This design comes from an exercise in tuning for small area, a short achievable clock period and few clock cycles per item on the open sky130 flow, not from production work. Only simulation tests tie the RTL to the original design; equivalence was not proved. Power and IR drop assume default switching activity.

$ cat design.v
module mulmont256 (
    input  wire        clk,
    input  wire        rst,
    input  wire        in_valid,
    output wire        in_ready,
    input  wire [31:0] in_data,
    output wire        out_valid,
    input  wire        out_ready,
    output wire [31:0] out_data,
    output wire        out_fault
);
    localparam W  = 256;
    localparam NW = W / 32;
    localparam [2:0] S_LOAD  = 3'd0,
                     S_START = 3'd1,
                     S_LOOP  = 3'd2,
                     S_FIX1  = 3'd3,
                     S_FIX2  = 3'd4,
                     S_COMP  = 3'd5,
                     S_OUT   = 3'd6;
    reg [2:0]     state;
    reg [4:0]     wcnt;      
    reg [7:0]     cnt;       
    reg [7:0]     t;         
    reg           fault;
    reg [W-1:0]   x;
    reg [W-1:0]   y;
    reg [W-1:0]   m;
    reg [W+1:0]   a;         
    reg [7:0] msb_m;
    integer j;
    always @(*) begin
        msb_m = 8'd0;
        for (j = 0; j < W; j = j + 1)
            if (m[j]) msb_m = j[7:0];
    end
    wire [W+1:0] s1 = a + (x[0] ? {2'b00, y} : {(W+2){1'b0}});
    wire         u  = s1[0];
    wire [W+1:0] s2 = s1 + (u ? {2'b00, m} : {(W+2){1'b0}});
    wire         a_ge_m  = a >= {2'b00, m};
    wire [W+1:0] a_sub_m = a_ge_m ? a - {2'b00, m} : a;
    wire         t_too_big = ((a >> t) >> 1) != {(W+2){1'b0}};
    wire [W+1:0] dbl      = {a[W:0], 1'b0};
    wire         dbl_ge_m = dbl >= {2'b00, m};
    wire [W+1:0] dbl_red  = dbl_ge_m ? dbl - {2'b00, m} : dbl;
    wire in_fire  = in_valid && in_ready;
    wire out_fire = out_valid && out_ready;
    assign in_ready  = (state == S_LOAD);
    assign out_valid = (state == S_OUT);
    assign out_data  = fault ? 32'd0 : a[31:0];
    assign out_fault = fault;
    always @(posedge clk) begin
        if (rst) begin
            state <= S_LOAD;
            wcnt  <= 5'd0;
            cnt   <= 8'd0;
            t     <= 8'd0;
            fault <= 1'b0;
        end else begin
            case (state)
                S_LOAD: if (in_fire) begin
                    {m, y, x} <= {in_data, m, y, x[W-1:32]};
                    if (wcnt == 3 * NW - 1) begin
                        wcnt  <= 5'd0;
                        state <= S_START;
                    end else begin
                        wcnt <= wcnt + 5'd1;
                    end
                end
                S_START: begin
                    a     <= {(W+2){1'b0}};
                    cnt   <= 8'd0;
                    t     <= msb_m;
                    fault <= 1'b0;
                    if (m == {W{1'b0}}) begin
                        fault <= 1'b1;
                        state <= S_OUT;
                    end else begin
                        state <= S_LOOP;
                    end
                end
                S_LOOP: begin
                    a   <= s2 >> 1;
                    x   <= x >> 1;
                    cnt <= cnt + 8'd1;
                    if (cnt == t)
                        state <= S_FIX1;
                end
                S_FIX1: begin
                    a     <= a_sub_m;
                    state <= S_FIX2;
                end
                S_FIX2: begin
                    cnt <= 8'd0;
                    if (t_too_big) begin
                        fault <= 1'b1;
                        state <= S_OUT;
                    end else begin
                        a     <= a_sub_m;
                        state <= S_COMP;
                    end
                end
                S_COMP: begin
                    a   <= dbl_red;
                    cnt <= cnt + 8'd1;
                    if (cnt == t)
                        state <= S_OUT;
                end
                S_OUT: if (out_fire) begin
                    a <= a >> 32;
                    if (wcnt == NW - 1) begin
                        wcnt  <= 5'd0;
                        fault <= 1'b0;
                        state <= S_LOAD;
                    end else begin
                        wcnt <= wcnt + 5'd1;
                    end
                end
                default: state <= S_LOAD;
            endcase
        end
    end
endmodule
$ cat run.sh
#!/bin/bash
# synth_recipe.tcl (not shown) runs the flow's synth.tcl, then flattens the netlist and writes it again
# the make line also repeats each setting of config.mk as NAME=value (left out here)
make -C /OpenROAD-flow-scripts/flow DESIGN_CONFIG=/design/flow/config.mk WORK_HOME=/design/flow/orfs CLKGATE_MAP_FILE= SYNTH_SCRIPT=/design/flow/synth_recipe.tcl finish
$ cat config.mk
export PLATFORM = sky130hd
export DESIGN_NAME = mulmont256
export DESIGN_NICKNAME = mulmont256
export VERILOG_FILES = /design/flow/design.v
export SDC_FILE = /design/flow/constraint.sdc
export NUM_CORES = 4
export LEC_CHECK = 0
export CAP_MARGIN = 20
export CORE_MARGIN = 2
export CORE_UTILIZATION = 25
export PLACE_DENSITY = 0.4
export SLEW_MARGIN = 20
$ cat constraint.sdc
create_clock -name core_clock -period 16.0 [get_ports {clk}]
set_input_delay 3.2000 -clock core_clock [delete_from_list [all_inputs] [get_ports {clk}]]
set_output_delay 3.2000 -clock core_clock [all_outputs]
set_load 0.01 [all_outputs]
==> impl_metrics.ini <==
[worst_hold_path]
hold_path_class = flop to flop
min_path_cells = 0

[drt]
drtIter0Drc = 16819
finalWirelength_um = 748000
drtAntennaViolNets = 0
dr.pass1.iters = 7
routedWlPerCell_um = 33.4
vias = 129877
drc_errors = 0
vias_per_cell = 5.80

[logic_synthesis]
ys_async_sr_fraction = 0
synth.cells.most_frequent = 1949 x nand2_1, 1763 x a21oi_1, 1259 x nor2_1, 1125 x o21ai_0, 1026 x edfxtp_1
synth_cells = 16016
netlist-cell-type-count = 114
synth-edff-count = 1026
syn_area_per_cell_sq_um = 7.73
muxShareOfSynthArea = 0.0341
synth_seq_cells = 1051
yosys-top-cells-area = edfxtp_1 25%, ha_1 10%, a21oi_1 7.1%
synth_top_area_cell = edfxtp_1
ys_dominant_reg_cell = edfxtp_1
syn_area_sq_um = 124000
ys.warnings.count = 1
ys_seq_area_frac = 0.253
synth-simple-area-share = 0.215
synth_compound_area_frac = 0.274
synthXorXnorAreaFrac = 0.0710
synth_most_common_cell = nand2_1
synth_top_family_by_area = compound AO/OA/AOI/OAI gates
syn-num-nets = 17081
yosys.area.top_type_share = 0.249
synthAdderAreaFrac = 0.104

[timing]
maxSlewViolCount = 0
post-route-period-util = 0.810
period_minus_slack_ns = 12.96
worst_pin_slew_ns = 1.36
fin_ws_ns = 3.04
grt_setup_unrepaired = no
fmax_ghz = 0.0771
max_slew_margin = 0.0851
hold_viol = 0
setup_viol = 0
fin_skew_ns = 0.0729

[clocking]
cts_made_buffers = 151
cts_tree = built
holdBufCountCts = 0
post_cts_buffers = 0
ctsResizeCount = 0
path_clk_slew_ns = 0.06
root_buffer = clkbuf_16
ctsHtreeMaxLevel = 4
clk_path_buf_depth = 4
clk_latency_ns = 0.93
clkSinkCount = 1051

[finish]
nets = 16778
final_layout_size_suffix_gt1_frac = 0.0553
area_growth_pct = 11.0
utilization = 0.279

[die]
dieWidth_um = 708
core_sq_um = 494000
initial_utilization = 0.251
die_y_um = 708
io_pins = 71
rows = 258
die-area_sq_um = 501000

[run]
maxCapViolations = 0

[setup_path]
startpoint_type = flop
crit_fanout = 44
slowest_delay_ns = 1.10
r2r_cells = 38
crit_arrival_ns = 13.56
crit_slowest_cell = a2111oi_2
cp-end-kind = flop
cp.required_ns = 16.60
path_class = flop to flop

[placement]
place_hpwl_um = 608000
io_buffers = 70
preCtsSetupSlack_ns = 3.47
gp_congestion = 1.02

[power]
p_leak_nw = 55.0
p_per_area_nw_per_um2 = 193
ir_worst_vdd_mv = 0.131
finalPower_w = 0.0266

[grt]
grtUsageTotal = 0.284
grt_pass1_wl_um = 1010000
grt_pass1_vias = 122462
grt_overflow = 0
antenna_found_initial = 98
grt_max_degree = 222

[status]
outcome = finished clean
-- path summary, 6_finish.rpt --
check | start | to | slack (ns)
max | x[0] | a[244] | 3.04
max reg2reg | x[0] | a[244] | 3.04
min reg2reg | y[121] | y[89] | 0.44
min | y[121] | y[89] | 0.44
-- logic make-up (layout without fill, tap and decap cells) --
logic type	after synthesis	count (layout)
other cells	0	47
mux	397	397
fa+ha+maj	1029	1029
buf+inv	1570	1385
flops	1051	1051
xor+xnor	1004	1004
simple gates	5615	5615
compound gates	5350	5350
-- cell type report --
cell class	count	area, sq um
antenna	47	118
fill	54080	356000
clock buffer	182	3990
inverter	667	2510
tap	6500	8130
timing repair buffer	447	3700
multi-input combinational	13395	86800
clock inverter	89	927
sequential	1051	31300
-- cell usage in the layout, fill, tap and decap left out, types with 99 or more instances in the layout --
cell type,instances
a211oi_1,133
a21o_1,649
a21oi_1,1763
a221oi_1,99
a222oi_1,136
a31oi_1,130
and2_1,580
and3_1,109
buf_4,360
clkbuf_16,155
edfxtp_1,1026
ha_1,1024
inv_1,662
mux2_2,111
mux2i_1,276
nand2_1,1947
nand2b_1,127
nand3_1,253
nand4_1,433
nor2_1,1255
nor2b_1,149
nor3_1,342
nor4_1,121
o211ai_1,113
o21a_1,162
o21ai_0,1125
o21bai_1,303
xnor2_1,641
xor2_1,363
-- metal layers --
| metal | global-route usage | part of all wire |
|---|---|---|
| met5 | 0 | 0.00029 |
| met4 | 0.185 | 0.078 |
| met3 | 0.0482 | 0.076 |
| met2 | 0.433 | 0.43 |
| met1 | 0.370 | 0.42 |
-- stage by stage --
stage                     setup TNS (ns)  hold slack [ns]  instances  instance area (sq um)
after floorplan                 -3023.64            0.418      16016                 124000
after global placement                 0            0.432      22057                 132000
after detailed placement               0            0.428      22057                 132000
after CTS                              0            0.442      22328                 137000
after global routing                   0            0.452      22334                 137000
final                                  0            0.439      22378                 137000
-- worst max-delay path, delay by kind of cell, from the launching register on --
| family | cells | cell delay [ns] |
|---|---|---|
| flip-flops | 1 | 0.35 |
| adder cells (fa/ha/maj) | 2 | 0.65 |
| XOR/XNOR | 2 | 0.41 |
| AND/OR/NAND/NOR | 10 | 2.70 |
| buffers and inverters | 2 | 0.88 |
| AO/OA/AOI/OAI | 22 | 7.52 |
-- sequential cells by signal, indices dropped and copies added (netlist names) --
| name | cells |
|---|---|
| a | 258 |
| m | 256 |
| x | 256 |
| y | 256 |
| cnt | 8 |
| t | 8 |
| wcnt | 5 |
| state | 3 |
| fault | 1 |
-- where the power goes --
part	leakage, nW	switching (W)	internal [W]
combinational	42.8	0.0124	0.00593
clock	2.37	0.00153	0.00200
sequential	9.82	0.000859	0.00387
total	55.0	0.0148	0.0118
Testbench counts, summed over its fixed seeds: cycles 105,024, items 192.

[what the ideal ports hide]
No port has a modelled driver above. Below, the same layout with a new extraction and two added sets of constraints.
Step 1: set_driving_cell puts a clkbuf_16 on clk and a buf_2 on each other input, an assumption about the parent block.
Step 2 times the ports against the registers' clock, not the clock port: input delays grow and output delays shrink by t, the midpoint of the rising clock arrivals with the driver on.
Slacks: ideal / step 1 / step 2; pairs: ideal / step 1.
shift t [ns]: 1.020
setup WS [ns]: 3.037 / 3.037 / 3.037
worst slew at a driven data input, ns: 0.08
After both steps this run still meets setup and hold. The setup slack of this run moves by 0.000 ns with the drivers and by 0.000 ns with both steps.
